Background: an optimization exercise with open tools, aiming at small area, a short achievable clock period and few clock cycles per item. Do not read the settings as production practice.
Only simulation tests tie the RTL to the original design; equivalence was not proved.

==> run D: inputs <==
Design qam_engine, start of the top module:
module qam_engine (
    input  wire        clk,
    input  wire        rst,
    input  wire        in_valid,
    output wire        in_ready,
    input  wire        in_op,
    input  wire [4:0]  in_bps,
    input  wire        in_clamp,
    input  wire [63:0] in_a,
    input  wire [63:0] in_b,
    input  wire [63:0] in_cos,
    input  wire [63:0] in_sin,
    output wire        out_valid,
    input  wire        out_ready,
    output wire [63:0] out_x,
    output wire [63:0] out_y,
    output wire [31:0] out_word
);
    localparam integer W  = 26;             
    localparam integer DM = W - 14;         
    localparam integer CW = 31;             
    localparam [1:0] K_SE = 2'd0, K_MAP = 2'd1, K_SLF = 2'd2, K_SLS = 2'd3;
    reg         in_ready_r;
    reg         ir_v;
    reg         ir_op, ir_clamp;
    reg  [4:0]  ir_bps;
    reg  [63:0] ir_a, ir_b, ir_c, ir_s;
    reg  [8:0]  ir_kre, ir_kim;       
    reg         ir_vin;               
    reg         r1_v, r1_op, r1_clamp;
    reg  [1:0]  r1_kind;
    reg  [4:0]  r1_bps;
    reg  [63:0] r1_w0, r1_w1, r1_w2, r1_w3;    
    reg  [57:0] r1_sl;                         
    reg         r1_xok, r1_yok;                
    reg         r2_v, r2_op;
    reg  [72:0] r2_s1, r2_s2;                  
    reg  [31:0] r2_word;
    reg         or_v;
    reg  [63:0] or_x, or_y;
    reg         sk_v;
    reg  [63:0] sk_x, sk_y;
    assign in_ready  = in_ready_r;
    assign out_valid = or_v;
    assign out_x     = or_x;
    assign out_y     = or_y;
    assign out_word  = or_x[31:0];
    wire        ir_even = ~ir_bps[0];
  ...
==> module qam_kround, before the edit <==
module qam_kround (
    input  wire [60:0] q,
    input  wire [2:0]  l,
    input  wire [10:0] e,
    input  wire        sgn,
    output wire [63:0] y
);
    wire        top = q[60];
    wire [52:0] m53 = top ? q[60:8] : q[59:7];
    wire        g   = top ? q[7] : q[6];
    wire        st  = top ? (|q[6:0]) : (|q[5:0]);
    wire        inc = g & (st | m53[0]);
    wire [53:0] m   = {1'b0, m53} + {53'b0, inc};
    wire [11:0] ef  = {1'b0, e} + {9'b0, l} - {11'b0, ~top} - 12'd1;
    wire [63:0] pk  = {ef[10:0], 52'b0} + {10'b0, m};
    assign y = {sgn, pk[62:0]};
endmodule
clock: 50.0 ns
lec_check: 0
cap_margin: 30
core_margin: 2
core_utilization: 40
setup_slack_margin: 5
slew_margin: 30
run.sh (not shown) runs the stock make flow with config.mk's settings and CLKGATE_MAP_FILE= SYNTH_SCRIPT=/design/flow/synth_recipe.tcl, a recipe that flattens the netlist after the stock synthesis.
==> run Y (differences from run D) <==
--- a/flow/design.v
+++ b/flow/design.v
@@ -12,7 +12,9 @@
     wire        inc = g & (st | m53[0]);
     wire [53:0] m   = {1'b0, m53} + {53'b0, inc};
-    wire [11:0] ef  = {1'b0, e} + {9'b0, l} - {11'b0, ~top} - 12'd1;
-    wire [63:0] pk  = {ef[10:0], 52'b0} + {10'b0, m};
-    assign y = {sgn, pk[62:0]};
+    wire [10:0] a0  = e + {8'b0, l} - 11'd1;
+    wire [10:0] a1  = e + {8'b0, l};
+    wire [10:0] a2  = e + {8'b0, l} + 11'd1;
+    wire [10:0] ex  = (top & m[53]) ? a2 : (top | m[53]) ? a1 : a0;
+    assign y = {sgn, ex, m[51:0]};
 endmodule
 module qam_kmul8 (
==> flow/flow/run.sh (new file) <==
#!/bin/bash
set -euo pipefail
bash standard.sh SETUP_SLACK_MARGIN=37.5 SKIP_PIN_SWAP=1 SKIP_GATE_CLONING=1 finish > standard_flow.log 2>&1
==> flow/standard.sh (new file) <==
#!/bin/bash
# synth_recipe.tcl (not shown) runs the flow's synth.tcl, then flattens the netlist and writes it again
# the make line also repeats each setting of config.mk as NAME=value (left out here)
make -C /OpenROAD-flow-scripts/flow DESIGN_CONFIG=/design/flow/config.mk WORK_HOME=/design/flow/orfs CLKGATE_MAP_FILE= SYNTH_SCRIPT=/design/flow/synth_recipe.tcl "${@:-finish}"
--- a/flow/config.mk
+++ b/flow/config.mk
@@ -6,7 +6,7 @@
 export NUM_CORES = 8
 export LEC_CHECK = 0
+export ABC_AREA = 1
 export CAP_MARGIN = 30
 export CORE_MARGIN = 2
 export CORE_UTILIZATION = 40
-export SETUP_SLACK_MARGIN = 5
 export SLEW_MARGIN = 30
removed: flow/run.sh
==> impl_metrics.csv <==
group,metric,value,unit
logic_synthesis,synthAdderAreaFrac,0.175,
logic_synthesis,synth_top_area_frac,0.171,
logic_synthesis,ys_seq_area_frac,0.175,
logic_synthesis,synth_compound_area_frac,0.216,
cells_and_area,finalNonFillerCells,40623,
detailed_routing,first_pass_iters,12,
grt,grt_max_degree,128,
grt,antenna_found_initial,223,
logic_synthesis,synth_xor_xnor_area_share,0.0894,
cells_and_area,fin_nets,35757,
cells_and_area,antennaDiodeCount,151,
detailed_routing,wire_per_inst,35.7,um
cells_and_area,final_cell_mix,"nand2_1 (6394), inv_1 (4645), o21ai_0 (2590)",
logic_synthesis,ys_types,117,
placement,dpl.hpwl,1160000,um
grt,grt_pass1_wl,1930000,um
run_status,run_status,"timing/DRC/antenna clean",
That was run Y.
==> impl_metrics.csv <==
group,metric,value,unit
run_status,run_status,"timing/DRC/antenna clean",
grt,grt_pass1_wl,2000000,um
cells_and_area,final_cell_mix,"nand2_1 (2935), nor2_1 (2459), a21oi_1 (2210)",
logic_synthesis,synthAdderAreaFrac,0.176,
placement,dpl.hpwl,1170000,um
logic_synthesis,synth_xor_xnor_area_share,0.0974,
cells_and_area,antennaDiodeCount,224,
detailed_routing,wire_per_inst,40.6,um
cells_and_area,fin_nets,31695,
cells_and_area,finalNonFillerCells,36760,
logic_synthesis,ys_types,137,
That was run D.
Testbench counts of run D, summed over its fixed seeds: cycles 16,258, items 16,000.
Testbench counts of run Y, summed over its fixed seeds: cycles 16,258, items 16,000.

-- static timing again, ports no longer ideal --
The flow's constraints put no driver on any port. The routed layouts listed below were extracted and timed again, unchanged, in two steps. Step 1 (the two cells are an assumption about what drives the block):
set clk [get_ports {clk}]
set_driving_cell -lib_cell sky130_fd_sc_hd__clkbuf_16 $clk
set_driving_cell -lib_cell sky130_fd_sc_hd__buf_2 [delete_from_list [all_inputs] $clk]
Step 2 also shifts input and output timing later by t, the mid clock arrival at the registers, as if the neighbouring blocks saw the same clock. Slacks: ideal / step 1 / step 2; pairs: ideal / step 1.
run | t (ns) | setup WS [ns] | worst setup path at the end | latest minus earliest clock arrival (ns) | worst slew at a driven data input, ns
run D | 1.112 | 30.856 / 30.856 / 30.856 | register to register | 0.132 / 0.132 | 0.14
run Y | 1.143 | 37.354 / 37.354 / 36.230 | input to register | 0.174 / 0.174 | 0.38
After both steps every run listed still meets setup and hold. The setup slack of run Y, which loses most, moves by 0.000 ns with the drivers and by -1.124 ns with both steps.
